What follows belongs to an exercise in optimizing a design on an open flow for small area, a short achievable clock period and few clock cycles; a production flow would make more cautious choices. Only simulation tests tie the RTL to the original design; equivalence was not proved. Power and IR drop assume default switching activity.

==> design/flow/design.v <==
module onc_pp (
    input  wire        clk,
    input  wire        rst,
    input  wire        bus_en,
    input  wire        bus_we,
    input  wire [11:0] bus_addr,
    input  wire [7:0]  bus_wdata,
    output reg  [7:0]  bus_rdata,
    output wire        irq
);
    localparam [7:0] OP_NOP      = 8'h00;
    localparam [7:0] OP_PKT_PROC = 8'h10;
    function [6:0] dec8;
        input [7:0] s;
        reg [3:0] n, m;
        reg [2:0] h, l;
        reg hv, lv;
        begin
            n = s[7:4]; m = s[3:0];
            h[2] = (n == 4'h5) | (n == 4'h6) | (n == 4'h9) | (n == 4'hA);
            h[1] = (n == 4'h3) | (n == 4'hD) | (n == 4'h9) | (n == 4'hA);
            h[0] = (n == 4'hC) | (n == 4'hD) | (n == 4'h6) | (n == 4'hA);
            hv   = (n == 4'hB) | (n == 4'hC) | (n == 4'h3) | (n == 4'hD) | h[2];
            l[2] = (m == 4'h5) | (m == 4'h6) | (m == 4'h9) | (m == 4'h2);
            l[1] = (m == 4'h3) | (m == 4'hA) | (m == 4'h9) | (m == 4'h2);
            l[0] = (m == 4'hC) | (m == 4'hA) | (m == 4'h6) | (m == 4'h2);
            lv   = (m == 4'h4) | (m == 4'hC) | (m == 4'h3) | (m == 4'hA) | l[2];
            dec8 = {hv & lv, h, l};
        end
    endfunction
    function [7:0] crc_l8;
        input [63:0] x;
        begin
            crc_l8[0] = x[0] ^ x[6] ^ x[7] ^ x[8] ^ x[12] ^ x[14] ^ x[16] ^ x[18] ^ x[19] ^ x[21] ^ x[23] ^ x[28] ^ x[30] ^ x[31] ^ x[34] ^ x[35] ^ x[39] ^ x[40] ^ x[43] ^ x[45] ^ x[48] ^ x[49] ^ x[50] ^ x[52] ^ x[53] ^ x[54] ^ x[56] ^ x[60] ^ x[63];
            crc_l8[1] = x[0] ^ x[1] ^ x[6] ^ x[9] ^ x[12] ^ x[13] ^ x[14] ^ x[15] ^ x[16] ^ x[17] ^ x[18] ^ x[20] ^ x[21] ^ x[22] ^ x[23] ^ x[24] ^ x[28] ^ x[29] ^ x[30] ^ x[32] ^ x[34] ^ x[36] ^ x[39] ^ x[41] ^ x[43] ^ x[44] ^ x[45] ^ x[46] ^ x[48] ^ x[51] ^ x[52] ^ x[55] ^ x[56] ^ x[57] ^ x[60] ^ x[61] ^ x[63];
            crc_l8[2] = x[0] ^ x[1] ^ x[2] ^ x[6] ^ x[8] ^ x[10] ^ x[12] ^ x[13] ^ x[15] ^ x[17] ^ x[22] ^ x[24] ^ x[25] ^ x[28] ^ x[29] ^ x[33] ^ x[34] ^ x[37] ^ x[39] ^ x[42] ^ x[43] ^ x[44] ^ x[46] ^ x[47] ^ x[48] ^ x[50] ^ x[54] ^ x[57] ^ x[58] ^ x[60] ^ x[61] ^ x[62] ^ x[63];
            crc_l8[3] = x[1] ^ x[2] ^ x[3] ^ x[7] ^ x[9] ^ x[11] ^ x[13] ^ x[14] ^ x[16] ^ x[18] ^ x[23] ^ x[25] ^ x[26] ^ x[29] ^ x[30] ^ x[34] ^ x[35] ^ x[38] ^ x[40] ^ x[43] ^ x[44] ^ x[45] ^ x[47] ^ x[48] ^ x[49] ^ x[51] ^ x[55] ^ x[58] ^ x[59] ^ x[61] ^ x[62] ^ x[63];
            crc_l8[4] = x[2] ^ x[3] ^ x[4] ^ x[8] ^ x[10] ^ x[12] ^ x[14] ^ x[15] ^ x[17] ^ x[19] ^ x[24] ^ x[26] ^ x[27] ^ x[30] ^ x[31] ^ x[35] ^ x[36] ^ x[39] ^ x[41] ^ x[44] ^ x[45] ^ x[46] ^ x[48] ^ x[49] ^ x[50] ^ x[52] ^ x[56] ^ x[59] ^ x[60] ^ x[62] ^ x[63];
            crc_l8[5] = x[3] ^ x[4] ^ x[5] ^ x[9] ^ x[11] ^ x[13] ^ x[15] ^ x[16] ^ x[18] ^ x[20] ^ x[25] ^ x[27] ^ x[28] ^ x[31] ^ x[32] ^ x[36] ^ x[37] ^ x[40] ^ x[42] ^ x[45] ^ x[46] ^ x[47] ^ x[49] ^ x[50] ^ x[51] ^ x[53] ^ x[57] ^ x[60] ^ x[61] ^ x[63];
            crc_l8[6] = x[4] ^ x[5] ^ x[6] ^ x[10] ^ x[12] ^ x[14] ^ x[16] ^ x[17] ^ x[19] ^ x[21] ^ x[26] ^ x[28] ^ x[29] ^ x[32] ^ x[33] ^ x[37] ^ x[38] ^ x[41] ^ x[43] ^ x[46] ^ x[47] ^ x[48] ^ x[50] ^ x[51] ^ x[52] ^ x[54] ^ x[58] ^ x[61] ^ x[62];
            crc_l8[7] = x[5] ^ x[6] ^ x[7] ^ x[11] ^ x[13] ^ x[15] ^ x[17] ^ x[18] ^ x[20] ^ x[22] ^ x[27] ^ x[29] ^ x[30] ^ x[33] ^ x[34] ^ x[38] ^ x[39] ^ x[42] ^ x[44] ^ x[47] ^ x[48] ^ x[49] ^ x[51] ^ x[52] ^ x[53] ^ x[55] ^ x[59] ^ x[62] ^ x[63];
        end
    endfunction
    function [7:0] adv2;
        input [7:0] x;
        begin
            adv2[0] = x[0] ^ x[4] ^ x[6];
            adv2[1] = x[1] ^ x[4] ^ x[5] ^ x[6] ^ x[7];
            adv2[2] = x[0] ^ x[2] ^ x[4] ^ x[5] ^ x[7];
            adv2[3] = x[1] ^ x[3] ^ x[5] ^ x[6];
            adv2[4] = x[0] ^ x[2] ^ x[4] ^ x[6] ^ x[7];
            adv2[5] = x[1] ^ x[3] ^ x[5] ^ x[7];
            adv2[6] = x[2] ^ x[4] ^ x[6];
            adv2[7] = x[3] ^ x[5] ^ x[7];
        end
    endfunction
    function [7:0] adv6;
        input [7:0] x;
        begin
            adv6[0] = x[0] ^ x[3] ^ x[5];
            adv6[1] = x[1] ^ x[3] ^ x[4] ^ x[5] ^ x[6];
            adv6[2] = x[2] ^ x[3] ^ x[4] ^ x[6] ^ x[7];
            adv6[3] = x[0] ^ x[3] ^ x[4] ^ x[5] ^ x[7];
            adv6[4] = x[1] ^ x[4] ^ x[5] ^ x[6];
            adv6[5] = x[0] ^ x[2] ^ x[5] ^ x[6] ^ x[7];
            adv6[6] = x[1] ^ x[3] ^ x[6] ^ x[7];
            adv6[7] = x[2] ^ x[4] ^ x[7];
        end
    endfunction
    function [7:0] adv8;
        input [7:0] x;
        begin
            adv8[0] = x[0] ^ x[4] ^ x[7];
            adv8[1] = x[0] ^ x[1] ^ x[4] ^ x[5] ^ x[7];
            adv8[2] = x[1] ^ x[2] ^ x[4] ^ x[5] ^ x[6] ^ x[7];
            adv8[3] = x[2] ^ x[3] ^ x[5] ^ x[6] ^ x[7];
            adv8[4] = x[0] ^ x[3] ^ x[4] ^ x[6] ^ x[7];
            adv8[5] = x[1] ^ x[4] ^ x[5] ^ x[7];
            adv8[6] = x[2] ^ x[5] ^ x[6];
            adv8[7] = x[3] ^ x[6] ^ x[7];
        end
    endfunction
    function [7:0] kpost;
        input [15:0] x;
        begin
            kpost[0] = x[0] ^ x[7] ^ x[8] ^ x[15];
            kpost[1] = x[0] ^ x[1] ^ x[7] ^ x[8] ^ x[9] ^ x[15];
            kpost[2] = x[1] ^ x[2] ^ x[7] ^ x[9] ^ x[10] ^ x[15];
            kpost[3] = x[2] ^ x[3] ^ x[10] ^ x[11];
            kpost[4] = x[3] ^ x[4] ^ x[11] ^ x[12];
            kpost[5] = x[4] ^ x[5] ^ x[12] ^ x[13];
            kpost[6] = x[5] ^ x[6] ^ x[13] ^ x[14];
            kpost[7] = x[6] ^ x[7] ^ x[14] ^ x[15];
        end
    endfunction
    localparam [7:0] CR_S32 = 8'h3D, CR_L32 = 8'h10, CR_L8 = 8'h04;
    reg  [7:0] cmd_r;
    reg        busy, done, err, busy_wr;
    reg  [2:0] err_code;
    reg        irq_en;
    reg  [7:0] pkt_len;
    reg  [2:0] key_count, inv_key_count;
    reg        in_valid_digits;
    assign irq = irq_en & done;
    reg        r_ab;           
    reg        r_dig;          
    reg  [7:0] r_ferr;         
    reg  [7:0] r_pid;          
    reg        r_lok;          
    reg [11:0] r_rptr, r_dst, r_src;
    reg [35:0] r_nid;
    reg  [7:0] r_hrx, r_hcalc;
    reg  [5:0] r_hop;          
    reg  [2:0] r_kt;           
    reg  [7:0] r_prx, r_pcalc;
    reg        r_acc;          
    wire [7:0] r_pt1 = pld_v[8 +: 8];
    wire [7:0] r_pt2 = pld_v[16 +: 8];
    wire [7:0] r_pt3 = pld_v[24 +: 8];
    wire host_wr = bus_en &  bus_we;
    wire host_rd = bus_en & ~bus_we;
    wire a_lo     = (bus_addr[11:8] == 4'h0);
    wire a_cmd    = (bus_addr == 12'h000);
    wire a_status = (bus_addr == 12'h001);
    wire a_ctrl   = (bus_addr == 12'h003);
    wire a_pktlen = (bus_addr == 12'h004);
    wire a_kcnt   = (bus_addr == 12'h005);
    wire a_ikcnt  = (bus_addr == 12'h006);
    wire a_inflg  = (bus_addr == 12'h007);
    wire a_pkt    = (bus_addr[11:6] == 6'b0001_00);           
    wire a_key    = (bus_addr[11:9] == 3'b010) && (bus_addr[7:6] == 2'b00);  
    wire a_pld    = (bus_addr[11:8] == 4'h2) && (bus_addr[7:0] < 8'd33);
    wire idle_wr = host_wr & ~busy;
    localparam [2:0] S_IDLE = 3'd0, S_H0 = 3'd1, S_H1 = 3'd2, S_D = 3'd3,
                     S_KA = 3'd4, S_KB = 3'd5, S_X = 3'd6, S_END = 3'd7;
    reg  [2:0] state;
    reg  [2:0] w;              
    reg  [1:0] kidx;           
    reg  [7:0] crc;            
    reg  [7:0] ks;             
    localparam [3:0] T_NONE = 4'd0, T_H0 = 4'd1, T_H1 = 4'd2, T_DF = 4'd3, T_DM = 4'd4,
                     T_DL = 4'd5, T_KA1 = 4'd6, T_KS = 4'd7, T_KL = 4'd8;
    reg  [3:0] tmode;
    reg [63:0] cl_q;
    reg  [7:0] k0_2;           
    reg  [1:0] kq2;
    reg        last2;
    reg  [2:0] end_code;
    wire [511:0] pkt_v;        
    wire [1023:0] key_v;       
    wire [263:0] pld_v;
    genvar gi;
    generate
        for (gi = 0; gi < 64; gi = gi + 1) begin : g_pkt
            reg [7:0] b;
            always @(posedge clk)
                if (idle_wr && a_pkt && bus_addr[5:0] == gi)
                    b <= bus_wdata;
            assign pkt_v[8*gi +: 8] = b;
        end
        for (gi = 0; gi < 128; gi = gi + 1) begin : g_key
            reg [7:0] b;
            always @(posedge clk)
                if (idle_wr && a_key && {bus_addr[8], bus_addr[5:0]} == gi)
                    b <= bus_wdata;
            assign key_v[8*gi +: 8] = b;
        end
    endgenerate
    wire [2:0]  pw_sel = busy ? w : bus_addr[5:3];
    wire [63:0] pw_raw = pkt_v[64*pw_sel +: 64];      
    reg  [63:0] pw;                                   
    integer li;
    always @(*)
        for (li = 0; li < 8; li = li + 1)
            pw[63-8*li -: 8] = pw_raw[8*li +: 8];
    wire        ring = (r_pid[3:1] == 3'b111);         
    wire [2:0]  kw_sel = busy ? {ring, kidx} : {bus_addr[8], bus_addr[5:4]};
    wire [127:0] kw = key_v[128*kw_sel +: 128];        
    function symv;
        input [7:0] s;
        reg [3:0] n, m;
        begin
            n = s[7:4]; m = s[3:0];
            symv = ((n == 4'hB) | (n == 4'hC) | (n == 4'h3) | (n == 4'hD) |
                    (n == 4'h5) | (n == 4'h6) | (n == 4'h9) | (n == 4'hA)) &
                   ((m == 4'h4) | (m == 4'hC) | (m == 4'h3) | (m == 4'hA) |
                    (m == 4'h5) | (m == 4'h6) | (m == 4'h9) | (m == 4'h2));
        end
    endfunction
    wire [60:16] sv;
    generate
        for (gi = 16; gi < 61; gi = gi + 1) begin : g_sv
            assign sv[gi] = symv(pkt_v[8*gi +: 8]);
        end
    endgenerate
    wire pv_s = &sv[27:16];
    wire pv_l = pv_s & (&sv[59:28]);
    localparam [2:0] P_NONE = 3'd0, P_H0 = 3'd1, P_H1 = 3'd2, P_DF = 3'd3, P_DM = 3'd4, P_DL = 3'd5;
    reg [63:0] pw_q;
    reg  [2:0] wq;
    reg  [2:0] pmode;
    wire       p_d = (pmode == P_DF) || (pmode == P_DM) || (pmode == P_DL);
    reg  [47:0] wd;
    reg  [7:0]  wv;            
    always @(*)
        for (li = 0; li < 8; li = li + 1)
            {wv[li], wd[47-6*li -: 6]} = dec8(pw_q[63-8*li -: 8]);
    wire [6:0]  h_p14 = dec8(pkt_v[8*14 +: 8]);
    wire [6:0]  h_p15 = dec8(pkt_v[8*15 +: 8]);
    wire [11:0] h_pid   = {h_p14[5:0], h_p15[5:0]};
    wire        h_pidbad = ~(h_p14[6] & h_p15[6]) | (h_pid[11:8] != 4'd0);
    wire        h_kv    = ~h_pidbad & (h_pid[5:4] == 2'b00);
    wire        h_small = (h_pid[3:0] <= 4'd5);
    wire        h_mh    = h_pid[6];
    wire [7:0]  h_explen = h_small ? (8'd28 + {7'd0, h_mh}) : (8'd60 + {7'd0, h_mh});
    wire        h_lok   = (pkt_len == h_explen);
    wire        h_pvalid = h_small ? pv_s : pv_l;
    wire [6:0]  h_hopsym = dec8(h_small ? pkt_v[8*28 +: 8] : pkt_v[8*60 +: 8]);
    wire       e_small  = (r_pid[3:0] <= 4'd5);
    wire       e_stream = (r_pid[3:1] == 3'b101) || (r_pid[3:1] == 3'b110);
    wire [7:0] e_r      = e_stream ? 8'd8 : 8'd32;
    wire [7:0] e_cr     = e_small ? CR_S32 : (e_stream ? CR_L8 : CR_L32);
    wire [2:0] e_ringn  = ring ? inv_key_count : key_count;
    wire       e_lastk  = ({1'b0, kidx} + 3'd1 >= e_ringn);
    wire d_first = (w == 3'd2);
    wire d_last  = e_small ? (w == 3'd3) : (w == 3'd7);
    reg [63:0] cl;
    reg [3:0]  cmode;
    always @(*) begin
        cl    = 64'd0;
        cmode = T_NONE;
        case (state)
            S_KA: begin
                cl = {8'd0, kw[8*(1) +: 8], kw[8*(2) +: 8], kw[8*(3) +: 8], kw[8*(4) +: 8], kw[8*(5) +: 8], kw[8*(6) +: 8], kw[8*(7) +: 8]};
                cmode = e_small ? T_KS : T_KA1;
            end
            S_KB: begin cl = {kw[8*(8) +: 8], kw[8*(9) +: 8], kw[8*(10) +: 8], kw[8*(11) +: 8], kw[8*(12) +: 8], kw[8*(13) +: 8], kw[8*(14) +: 8], kw[8*(15) +: 8]}; cmode = T_KL; end
            default: ;
        endcase
    end
    reg [63:0] pl;
    always @(*) begin
        case (pmode)
            P_H0:    pl = {16'd0, pw_q[63:48], pw_q[31:0]};       
            P_H1:    pl = pw_q;                                    
            P_DF:    pl = {24'd0, wd[39:0]};                       
            P_DL:    pl = {48'd0, wd[47:32]};                      
            default: pl = {16'd0, wd};
        endcase
    end
    wire [7:0] tree = crc_l8((pmode != P_NONE) ? pl : cl_q);
    wire [7:0] k_lhs_s = tree ^ k0_2;                         
    wire [7:0] k_lhs_l = kpost({adv8(ks) ^ tree, k0_2});      
    wire [7:0] k_t     = crc ^ e_cr ^ pld_v[7:0] ^ e_r;        
    wire       k_tk    = (tmode == T_KS) || (tmode == T_KL);    
    wire [7:0] k_lhs   = (tmode == T_KS) ? k_lhs_s : k_lhs_l;
    wire       k_match = (k_lhs == k_t);
    wire       k_issue = (state == S_KB) || (state == S_KA && e_small);
    wire        e_x  = (state == S_X);
    generate
        for (gi = 0; gi < 33; gi = gi + 1) begin : g_pld
            reg [7:0] b;
            wire in_ct = (gi < 8) || (gi < 32 && !e_small);
            wire we = (p_d && wq == 3'd2 + gi / 6 && (gi < 9 || !e_small)) ||
                      (e_x && in_ct);
            always @(posedge clk)
                if (we)
                    b <= e_x ? (b ^ kw[8*(gi % 16) +: 8] ^ e_r) : wd[47-8*(gi%6) -: 8];
            assign pld_v[8*gi +: 8] = b;
        end
    endgenerate
    reg completing;
    reg fin;
    reg [2:0] fin_code;
    always @(posedge clk) begin
        if (rst) begin
            cmd_r <= 8'h00; busy <= 1'b0; done <= 1'b0; err <= 1'b0; busy_wr <= 1'b0;
            err_code <= 3'd0; irq_en <= 1'b0; pkt_len <= 8'h00;
            key_count <= 3'd0; inv_key_count <= 3'd0; in_valid_digits <= 1'b1;
            r_ab <= 1'b0; r_dig <= 1'b0;
            state <= S_IDLE; tmode <= T_NONE; pmode <= P_NONE;
        end else begin
            completing = 1'b0;
            fin = 1'b0;
            fin_code = 3'd0;
            if (idle_wr) begin
                if (a_pktlen) pkt_len <= bus_wdata;
                if (a_kcnt)   key_count <= (bus_wdata > 8'd4) ? 3'd4 : bus_wdata[2:0];
                if (a_ikcnt)  inv_key_count <= (bus_wdata > 8'd4) ? 3'd4 : bus_wdata[2:0];
                if (a_inflg)  in_valid_digits <= bus_wdata[0];
                if (a_cmd) begin
                    cmd_r    <= bus_wdata;
                    done     <= 1'b0;
                    err      <= 1'b0;
                    err_code <= 3'd0;
                    busy     <= 1'b1;
                    if (bus_wdata == OP_PKT_PROC) begin
                        state    <= S_H1;
                        end_code <= 3'd0;
                    end else begin
                        state    <= S_END;
                        end_code <= (bus_wdata == OP_NOP) ? 3'd0 : 3'd1;
                    end
                end
            end
            if (host_wr && a_ctrl)
                irq_en <= bus_wdata[0];
            if (host_wr && busy && !a_status && !a_ctrl)
                busy_wr <= 1'b1;
            case (state)
                S_IDLE: ;
                S_H1: begin
                    r_pid       <= h_pid[7:0];
                    r_ferr[5]   <= h_pidbad;
                    r_ferr[6]   <= h_kv & h_lok & h_mh & ~h_hopsym[6];
                    r_ferr[7]   <= h_kv & h_lok & ~h_pvalid;
                    r_lok   <= h_lok;
                    r_hop   <= h_hopsym[5:0];
                    r_kt    <= 3'd0;
                    r_acc   <= 1'b0;
                    if (h_kv & h_lok & h_pvalid)
                        state <= S_D;
                    else
                        state <= S_END;      
                    if (pkt_len == 8'd0 || !in_valid_digits || pkt_len < 8'd16) begin
                        r_ab  <= 1'b1;
                        r_dig <= 1'b0;
                        fin = 1'b1;
                        fin_code = (pkt_len != 8'd0 && !in_valid_digits) ? 3'd6 : 3'd7;
                    end else begin
                        r_ab  <= 1'b0;
                        r_dig <= 1'b1;
                    end
                end
                S_D: begin
                    if (d_last) begin
                        kidx  <= 2'd0;
                        if (e_ringn == 3'd0)
                            state <= S_END;
                        else
                            state <= S_KA;
                    end
                end
                S_KA: begin
                    if (!e_small)
                        state <= S_KB;
                end
                S_KB: ;
                S_X: begin
                    fin = 1'b1;
                end
                S_END: begin
                    if (tmode != T_KA1 && !k_tk) begin
                        fin = 1'b1;
                        fin_code = end_code;
                    end
                end
                default: ;
            endcase
            if (pmode == P_H0) begin
                r_rptr       <= {wd[47-6*(0) -: 6], wd[47-6*(1) -: 6]};
                r_hrx        <= {wd[47-6*(2) -: 6], wd[47-6*(3) -: 6]};
                r_dst        <= {wd[47-6*(4) -: 6], wd[47-6*(5) -: 6]};
                r_nid[35:24] <= {wd[47-6*(6) -: 6], wd[47-6*(7) -: 6]};
                r_ferr[0]    <= ~(wv[0] & wv[1]);
                r_ferr[1]    <= ~(wv[2] & wv[3]) | (wd[47-6*(2) -: 6] >> 2 != 6'd0);
                r_ferr[2]    <= ~(wv[4] & wv[5]);
                r_ferr[3]    <= ~(wv[6] & wv[7]);
            end
            if (pmode == P_H1) begin
                r_nid[23:0]  <= {wd[47-6*(0) -: 6], wd[47-6*(1) -: 6], wd[47-6*(2) -: 6], wd[47-6*(3) -: 6]};
                r_src        <= {wd[47-6*(4) -: 6], wd[47-6*(5) -: 6]};
                r_ferr[3]    <= r_ferr[3] | ~(&wv[3:0]);
                r_ferr[4]    <= ~(wv[4] & wv[5]);
                r_hcalc      <= adv8(crc) ^ tree;
            end
            pmode <= (idle_wr && a_cmd && bus_wdata == OP_PKT_PROC) ? P_H0 :
                     (state == S_H1) ? P_H1 :
                     (state == S_D)  ? (d_first ? P_DF : (d_last ? P_DL : P_DM)) : P_NONE;
            tmode <= cmode;
            if (k_issue) begin
                k0_2  <= kw[8*(0) +: 8];
                kq2   <= kidx;
                last2 <= e_lastk;
                kidx  <= kidx + 2'd1;
                state <= e_lastk ? S_END : S_KA;
            end
            if (k_tk) begin
                r_kt    <= {1'b0, kq2} + 3'd1;
                r_prx   <= pld_v[7:0] ^ k0_2 ^ e_r;
                r_pcalc <= crc ^ e_cr ^ k_lhs ^ k0_2;
                if (k_match) begin
                    r_acc <= 1'b1;
                    kidx  <= kq2;
                    tmode <= T_NONE;
                    state <= S_X;
                end else if (last2) begin
                    fin = 1'b1;
                end
            end
            if (fin) begin
                completing = 1'b1;
                err_code <= fin_code;
                err      <= (fin_code != 3'd0);
                busy     <= 1'b0;
                state    <= S_IDLE;
                tmode    <= T_NONE;
                pmode    <= P_NONE;
            end
            if (host_wr && a_status) begin
                if (bus_wdata[1]) done <= 1'b0; else if (completing) done <= 1'b1;
                if (bus_wdata[2]) err  <= 1'b0;
                if (bus_wdata[3]) busy_wr <= 1'b0;
            end else if (completing) begin
                done <= 1'b1;
            end
        end
    end
    always @(posedge clk) begin
        if (idle_wr && a_cmd)
            w <= 3'd1;
        else if (state == S_H0 || state == S_H1 || state == S_D)
            w <= w + 3'd1;
        pw_q <= pw;
        wq   <= w;
        cl_q <= cl;
        case (pmode)
            P_H0, P_DF: crc <= tree;
            P_DM:       crc <= adv6(crc) ^ tree;
            P_DL:       crc <= adv2(crc) ^ tree;
            default: ;
        endcase
        if (pmode == P_NONE && tmode == T_KA1)
            ks <= tree;
    end
    wire [7:0] q_ferr  = r_dig ? r_ferr : 8'd0;
    wire       q_pidok = r_dig & ~r_ferr[5];
    wire [7:0] q_pid   = q_pidok ? r_pid : 8'd0;
    wire       q_kv    = q_pidok & (r_pid[5:4] == 2'b00);
    wire [3:0] q_kind  = r_pid[3:0];
    wire       q_fpid  = q_kv & r_lok;
    wire       q_s7    = q_fpid & ~r_ferr[7];            
    wire       q_acc   = q_s7 & r_acc;
    wire       q_tried = q_s7 & (r_kt != 3'd0);
    wire       q_hcok  = r_dig & ~r_ferr[1] & (r_hrx == r_hcalc);
    wire       q_dec   = r_dig & (r_ferr == 8'd0);
    wire       q_k0    = (q_kind == 4'd0);
    wire       q_ack   = (q_kind == 4'd1) || (q_kind == 4'd4) || (q_kind == 4'd7) || (q_kind == 4'd11);
    wire       q_nack  = (q_kind == 4'd2) || (q_kind == 4'd5) || (q_kind == 4'd8) || (q_kind == 4'd12);
    wire       q_resp  = q_acc & (q_ack | q_nack);
    wire       q_parse = q_acc & q_k0 & (r_pt2 > 8'd3);
    wire       q_valid = r_dig & q_dec & q_hcok & q_fpid & q_acc;
    wire [7:0] q_flags = {q_parse, q_valid, q_acc, q_acc, q_fpid, q_hcok, q_dec, r_dig};
    wire       q_hops  = q_fpid & r_pid[6] & ~r_ferr[6];
    wire       q_small = (q_kind <= 4'd5);
    wire       q_inv   = (q_kind[3:1] == 3'b111);
    wire       q_strm  = (q_kind[3:1] == 3'b101) || (q_kind[3:1] == 3'b110);
    reg [3:0] q_fr;
    always @(*) begin
        if (r_ab)                    q_fr = 4'd9;
        else if (!r_dig)             q_fr = 4'd0;
        else if (r_ferr[5:0] != 0)   q_fr = 4'd1;
        else if (!q_hcok)            q_fr = 4'd2;
        else if (!q_kv)              q_fr = 4'd3;
        else if (!r_lok)             q_fr = 4'd4;
        else if (r_ferr[6])          q_fr = 4'd5;
        else if (r_ferr[7])          q_fr = 4'd6;
        else if (!r_acc)             q_fr = 4'd7;
        else if (q_parse)            q_fr = 4'd8;
        else                         q_fr = 4'd0;
    end
    wire [3:0] q_var =
        !q_acc                              ? 4'd0 :
        q_k0                                ? ((r_pt2 <= 8'd3) ? (r_pt2[3:0] + 4'd1) : 4'd0) :
        (q_kind == 4'd3)                    ? 4'd4 :
        (q_ack | q_nack)                    ? 4'd6 :
        (q_kind == 4'd6 || q_kind == 4'd9)  ? 4'd7 :
        (q_kind == 4'd10 || q_kind == 4'd13) ? 4'd8 : 4'd5;
    wire [7:0] pkt_byte = pw_raw[8*bus_addr[2:0] +: 8];
    wire [7:0] key_byte = kw[8*bus_addr[3:0] +: 8];
    wire [7:0] pld_byte = pld_v[8*bus_addr[5:0] +: 8];
    reg [7:0] rd_reg;
    always @(*) begin
        rd_reg = 8'h00;
        case (bus_addr[7:0])
            8'h00: rd_reg = cmd_r;
            8'h01: rd_reg = {4'd0, busy_wr, err, done, busy};
            8'h02: rd_reg = {5'd0, err_code};
            8'h03: rd_reg = {7'd0, irq_en};
            8'h04: rd_reg = pkt_len;
            8'h05: rd_reg = {5'd0, key_count};
            8'h06: rd_reg = {5'd0, inv_key_count};
            8'h07: rd_reg = {7'd0, in_valid_digits};
            8'h20: rd_reg = q_flags;
            8'h21: rd_reg = q_ferr;
            8'h22: rd_reg = {4'd0, q_fr};
            8'h23: rd_reg = q_pid;
            8'h24: rd_reg = q_kv ? {4'd0, q_kind} : 8'hFF;
            8'h25: rd_reg = {6'd0, q_pid[7:6]};
            8'h26: rd_reg = (r_dig & ~r_ferr[0]) ? r_rptr[7:0] : 8'd0;
            8'h27: rd_reg = (r_dig & ~r_ferr[0]) ? {4'd0, r_rptr[11:8]} : 8'd0;
            8'h28: rd_reg = (r_dig & ~r_ferr[2]) ? r_dst[7:0] : 8'd0;
            8'h29: rd_reg = (r_dig & ~r_ferr[2]) ? {4'd0, r_dst[11:8]} : 8'd0;
            8'h2A: rd_reg = (r_dig & ~r_ferr[4]) ? r_src[7:0] : 8'd0;
            8'h2B: rd_reg = (r_dig & ~r_ferr[4]) ? {4'd0, r_src[11:8]} : 8'd0;
            8'h2C: rd_reg = (r_dig & ~r_ferr[3]) ? r_nid[7:0] : 8'd0;
            8'h2D: rd_reg = (r_dig & ~r_ferr[3]) ? r_nid[15:8] : 8'd0;
            8'h2E: rd_reg = (r_dig & ~r_ferr[3]) ? r_nid[23:16] : 8'd0;
            8'h2F: rd_reg = (r_dig & ~r_ferr[3]) ? r_nid[31:24] : 8'd0;
            8'h30: rd_reg = (r_dig & ~r_ferr[3]) ? {4'd0, r_nid[35:32]} : 8'd0;
            8'h31: rd_reg = (r_dig & ~r_ferr[1]) ? r_hrx : 8'd0;
            8'h32: rd_reg = r_dig ? r_hcalc : 8'd0;
            8'h33: rd_reg = q_tried ? r_prx : 8'd0;
            8'h34: rd_reg = q_tried ? r_pcalc : 8'd0;
            8'h35: rd_reg = q_acc ? {6'd0, r_kt[1:0] - 2'd1} : 8'hFF;
            8'h36: rd_reg = {7'd0, q_s7 & q_inv};
            8'h37: rd_reg = {4'd0, q_var};
            8'h38: rd_reg = q_acc ? r_pt1 : 8'd0;
            8'h39: rd_reg = (q_acc & q_k0) ? r_pt2 : 8'd0;
            8'h3A: rd_reg = (q_acc & q_k0 & (r_pt2 == 8'd1)) ? r_pt3 : 8'd0;
            8'h3B: rd_reg = q_resp ? (q_ack ? 8'd1 : 8'd2) : 8'd0;
            8'h3C: rd_reg = q_resp ? r_pt2 : 8'd0;
            8'h3D: rd_reg = q_resp ? r_pt3 : 8'd0;
            8'h3E: rd_reg = q_resp ? 8'd4 : 8'd0;
            8'h3F: rd_reg = q_hops ? {5'd0, r_hop[5:3]} : 8'd0;
            8'h40: rd_reg = q_hops ? {5'd0, r_hop[2:0]} : 8'd0;
            8'h41: rd_reg = q_s7 ? (q_small ? 8'd9 : 8'd33) : 8'd0;
            8'h42: rd_reg = q_s7 ? (q_strm ? 8'd8 : 8'd32) : 8'd0;
            8'h43: rd_reg = q_s7 ? {5'd0, r_kt} : 8'd0;
            default: rd_reg = 8'h00;
        endcase
    end
    reg [7:0] rd_mux;
    always @(*) begin
        rd_mux = 8'h00;
        if (a_lo)        rd_mux = rd_reg;
        else if (a_pkt)  rd_mux = pkt_byte;
        else if (a_pld)  rd_mux = pld_byte;
        else if (a_key)  rd_mux = key_byte;
    end
    always @(posedge clk) begin
        if (rst)
            bus_rdata <= 8'h00;
        else if (host_rd)
            bus_rdata <= rd_mux;
    end
endmodule
==> design/flow/run.sh <==
#!/bin/bash
# synth_recipe.tcl (not shown) runs the flow's synth.tcl, then flattens the netlist and writes it again
# the make line also repeats each setting of config.mk as NAME=value (left out here)
make -C /OpenROAD-flow-scripts/flow DESIGN_CONFIG=/design/flow/config.mk WORK_HOME=/design/flow/orfs CLKGATE_MAP_FILE= SYNTH_SCRIPT=/design/flow/synth_recipe.tcl finish
==> design/flow/config.mk <==
export PLATFORM = sky130hd
export DESIGN_NAME = onc_pp
export DESIGN_NICKNAME = onc_pp
export VERILOG_FILES = /design/flow/design.v
export SDC_FILE = /design/flow/constraint.sdc
export NUM_CORES = 4
export LEC_CHECK = 0
export CAP_MARGIN = 20
export CORE_MARGIN = 2
export CORE_UTILIZATION = 40
export CTS_BUF_LIST = sky130_fd_sc_hd__clkbuf_16
export CTS_CLUSTER_DIAMETER = 150
export CTS_CLUSTER_SIZE = 24
export PLACE_DENSITY = 0.6
export SETUP_SLACK_MARGIN = 5
export SLEW_MARGIN = 20
==> design/flow/constraint.sdc <==
create_clock -name core_clock -period 10.0 [get_ports {clk}]
set_input_delay 2.0000 -clock core_clock [delete_from_list [all_inputs] [get_ports {clk}]]
set_output_delay 2.0000 -clock core_clock [all_outputs]
set_load 0.01 [all_outputs]
==> implementation parameters <==
Parameter                              Value

Outcome
  Outcome    finished clean

Cells and area
  Util after Layout    45.1%
  Area of all placed cells without fillers    109000 sq um
  Area delta synth->final    12.1%
  Proportion of layout cells with a drive suffix above 1    22.6%
  Final net count    6504

Clock tree
  Cell chosen for the clock root    sky130_fd_sc_hd__clkbuf_16
  Number of sinks driven by the clock tree    2144
  TritonCTS clock tree    done
  Latest clock arrival within the worst-skew pair    0.86 ns
  Level count of the clock H-tree    3
  TritonCTS buffer count    100
  Clock edge transition at the registers on the reported setup and hold paths    0.10 ns
  Total of hold buffers inserted after clock tree synthesis    0
  CTS Buffer Depth    3

Synthesis
  Post-synthesis instance area    97600 sq um
  Post-Synthesis Net Count    6324
  Syn Inst Count    6290
  Yosys warnings    1
  Sequential cell area fraction in the yosys report    64.1%
  Ranking of synthesized cells by area    sky130_fd_sc_hd__edfxtp_1 (60%), sky130_fd_sc_hd__mux4_2 (11%), sky130_fd_sc_hd__dfxtp_1 (3.8%)
  Average cell area after synthesis    15.5 sq um
  Seq cells post-synth    2144
  Fraction of synthesis flops using an asynchronous set or reset pin    0%
  Number of synthesized flops with an enable pin    1961
  Yosys cell types    97
  Area share of the leading cell type in the synthesized netlist    60.4%
  Largest area contributor in the netlist    sky130_fd_sc_hd__edfxtp_1
  Main flop type after synthesis    sky130_fd_sc_hd__edfxtp_1

Setup path
  CP required    10.58 ns
  Max FO, Critical Path    8
  Startpoint type of the worst setup path    register
  Arrival time of the worst setup path    5.84 ns
  Reg2Reg Depth    19
  Kind of cell with the highest combined delay on the critical path    XOR/XNOR gates
  Worst-path cell with the longest stage delay    sky130_fd_sc_hd__or4b_4
  Count of cell instances traversed by the critical path    19
  Worst path bufs/invs    4
  Critical Path, Cell by Cell    buf_12, nor2b_4, buf_8, nand2_4, a32oi_4, o22ai_4, xor2_1, buf_4, xnor3_2, xnor3_2, xnor2_4, xnor2_2, xnor2_1, a31oi_1, nor4_2, buf_4, nand3_2, or4b_4, mux2_4
  Peak per-stage delay on the critical path    0.57 ns
  Critical Path End Type    register
  Critical path class    reg2reg

Floorplan
  Number of I/O pins    33
  Die span in x    498 microns
  Standard cell core area    243000 sq um
  Site row count    181
  Die area    248000 sq um
  Die height    498 microns
  Initial core utilization    40.2%

Timing
  Clock skew after layout    0.0671 ns
  Slack of the critical path    4.74 ns
  Period Utilization, post-route    52.6%
  Max transition margin    13.6%
  Min Tclk post-route    5.26 ns
  Final-layout setup total negative slack    0 ns
  Max Transition Viols Final    0
  Final setup viols    0
  Setup repair after global routing missed its margin    true
  Worst Hold Slack    0.461 ns
  Final number of hold-violating endpoints    0
  Pin slew with the least headroom to its limit    1.30 ns
  Maximum clock frequency    0.190 GHz

Route
  Post-detailed-route count of antenna-violating nets    0
  DR DRC count    0
  Wirelength per Cell    36.9 microns
  Number of DRC markers after the initial detailed-route iteration    9394
  Average via count per standard cell    6.43
  Final WL    360000 microns
  Routed via count    62800
  First-pass detailed-route iteration total    9

Placed design
  Port Buf Inserts    32
  Placer's final routability congestion estimate    1.04
  Post-Place Setup Slack    2.81 ns
  Final HPWL DP    250000 microns
  Cell area reported after detailed placement    103000 sq um

Global route
  Vias in the first global route    59800
  Maximum number of pins on one net before global-route repair    118
  Number of antenna violations at the first check in global routing    28
  Total global routing overflow    0
  Global-route wire length before repair    492000 microns
  Aggregate global-route resource usage    28.2%

Worst hold path
  Worst hold path cell count    0
  Tightest Hold Check Type    reg2reg

Power and ir drop
  Reported leakage power    34.7 nW
  Peak ir drop on the vdd network    0.208 mV
  PD cells    148 nW/um^2

Flow run
  Maxcap violations    0
==> through the flow <==
stage | power [mW] | instances
detailed placement | 11.4 | 9403
finish | 16.2 | 9754
CTS | 16.2 | 9694
global route | 16.6 | 9748
floorplan | 10.7 | 6290
global placement | 11.4 | 9401
==> kinds of logic (layout without fill, tap and decap cells) <==
group | count (synthesis) | count (layout) | synth area share (%)
AOI/OAI and AO/OA | 1159 | 1160 | 7.65
xor gates and xnor gates | 613 | 613 | 6.00
adders and majority gates | 67 | 67 | 0.713
buffers and inverters | 393 | 645 | 1.65
DFF | 2144 | 2144 | 64.1
muxes | 795 | 795 | 14.4
other | 0 | 8 | 0
and+or+nand+nor | 1119 | 1120 | 5.42
==> repair_timing <==
action / 4_1_cts / 5_1_grt
endpoints found under the setup margin: 418 / 233
resized for setup: 298 / 155
gates cloned: 11 / 5
setup buffers: 104 / 45
pin swaps: 57 / 48
==> sequential cells by signal, indices dropped and copies added, names as in the netlist, 12 cells and up <==
| signal | flops |
|---|---|
| g_key.b | 1024 |
| g_pkt.b | 512 |
| g_pld.b | 264 |
| cl_q | 64 |
| pw_q | 64 |
| r_nid | 36 |
| r_dst | 12 |
| r_rptr | 12 |
| r_src | 12 |
==> report_power, final <==
| part | total (mW) | switching, mW | internal, mW |
|---|---|---|---|
| sequential | 9.89 | 0.0839 | 9.81 |
| clock | 4.80 | 2.92 | 1.89 |
| combinational | 1.50 | 0.994 | 0.508 |
==> cell usage after synthesis, types with 35 or more instances <==
library cell and n:
sky130_fd_sc_hd__nor2_1 410, sky130_fd_sc_hd__o21ai_0 346, sky130_fd_sc_hd__nand2b_1 53, sky130_fd_sc_hd__maj3_1 57, sky130_fd_sc_hd__a31oi_1 45, sky130_fd_sc_hd__o22ai_1 106
sky130_fd_sc_hd__nand3_1 87, sky130_fd_sc_hd__a221oi_1 36, sky130_fd_sc_hd__a22oi_1 75, sky130_fd_sc_hd__mux2_2 107, sky130_fd_sc_hd__mux2i_1 207, sky130_fd_sc_hd__a21oi_1 205
sky130_fd_sc_hd__clkbuf_1 215, sky130_fd_sc_hd__nor4_1 35, sky130_fd_sc_hd__xnor2_1 248, sky130_fd_sc_hd__inv_1 41, sky130_fd_sc_hd__nor2b_1 44, sky130_fd_sc_hd__buf_1 78
sky130_fd_sc_hd__nand4_1 46, sky130_fd_sc_hd__nor3_1 50, sky130_fd_sc_hd__edfxtp_1 1961, sky130_fd_sc_hd__a211oi_1 113, sky130_fd_sc_hd__mux4_2 477, sky130_fd_sc_hd__nand2_1 272
sky130_fd_sc_hd__dfxtp_1 183, sky130_fd_sc_hd__xor2_1 328, sky130_fd_sc_hd__buf_2 38
==> final cells by class <==
type	instances	area (sq um)
fill	21200	133000
clock inverter	74	402
timing repair buffer	425	4160
antenna	8	20.0
clock buffer	102	2550
inverter	44	180
sequential	2144	62600
multi-input combinational	3755	35400
tap	3202	4010
==> worst register-to-register path: cells and delay by family, from the launching register on <==
family / cells / cell delay, ns
flops: 1 / 0.50
simple gates: 5 / 1.13
compound gates: 3 / 0.60
buf+inv: 4 / 0.66
mux: 1 / 0.32
xor+xnor: 6 / 1.80
==> layer usage <==
metal,share of wire [%],track usage [%],vias up,wire (microns)
met5,0.036,0,-,128
met4,7.2,15.5,20,26000
met3,9.9,5.48,889,35600
met2,45,43.1,4009,160000
met1,38,37.9,32600,138000
li1,-,-,25200,-
==> path summary, 6_finish.rpt <==
kind / from / end / slack, ns
setup / recovery: pmode[1]$_SDFF_PP0_ / kidx[0]$_DFFE_PN_ / 4.74
setup reg to reg: pmode[1]$_SDFF_PP0_ / kidx[0]$_DFFE_PN_ / 4.74
hold / removal: w[1]$_SDFFE_PP0P_ / wq[1]$_DFF_P_ / 0.46
hold reg to reg: w[1]$_SDFFE_PP0P_ / wq[1]$_DFF_P_ / 0.46
==> placed cells by master (no fill, tap or decap), types with 110 or more instances in the layout <==
cell,instances
sky130_fd_sc_hd__xnor2_1,227
sky130_fd_sc_hd__edfxtp_1,1961
sky130_fd_sc_hd__nor2_1,364
sky130_fd_sc_hd__mux2i_1,136
sky130_fd_sc_hd__xor2_1,315
sky130_fd_sc_hd__nand2_1,262
sky130_fd_sc_hd__o21ai_0,339
sky130_fd_sc_hd__a21oi_1,181
sky130_fd_sc_hd__buf_4,320
sky130_fd_sc_hd__dfxtp_1,138
sky130_fd_sc_hd__a211oi_1,110
sky130_fd_sc_hd__mux4_2,477
Testbench counts, summed over its fixed seeds: cycles 44,210.

-- afterwards: timing with drivers on the ports --
No port has a modelled driver above. Below, the same layout with a new extraction and two added sets of constraints.
Step 1: set_driving_cell puts a clkbuf_16 on clk and a buf_2 on each other input, an assumption about the parent block.
Step 2 moves the port delays by t, midway between the first and last clock arrival at a register: inputs arrive t later, outputs are due t later. That takes back most of the time a late clock gives input paths.
Slacks: ideal / step 1 / step 2; pairs: ideal / step 1.
t, ns: 0.928
setup slack, ns: 4.744 / 4.744 / 4.007
hold WS [ns]: 0.461 / 0.461 / 0.461
worst setup path after step 2: input to register
worst slew at a driven data input, ns: 0.09
After both steps setup and hold are still met in this run. The setup slack of this run moves by 0.000 ns with the drivers and by -0.737 ns with both steps.
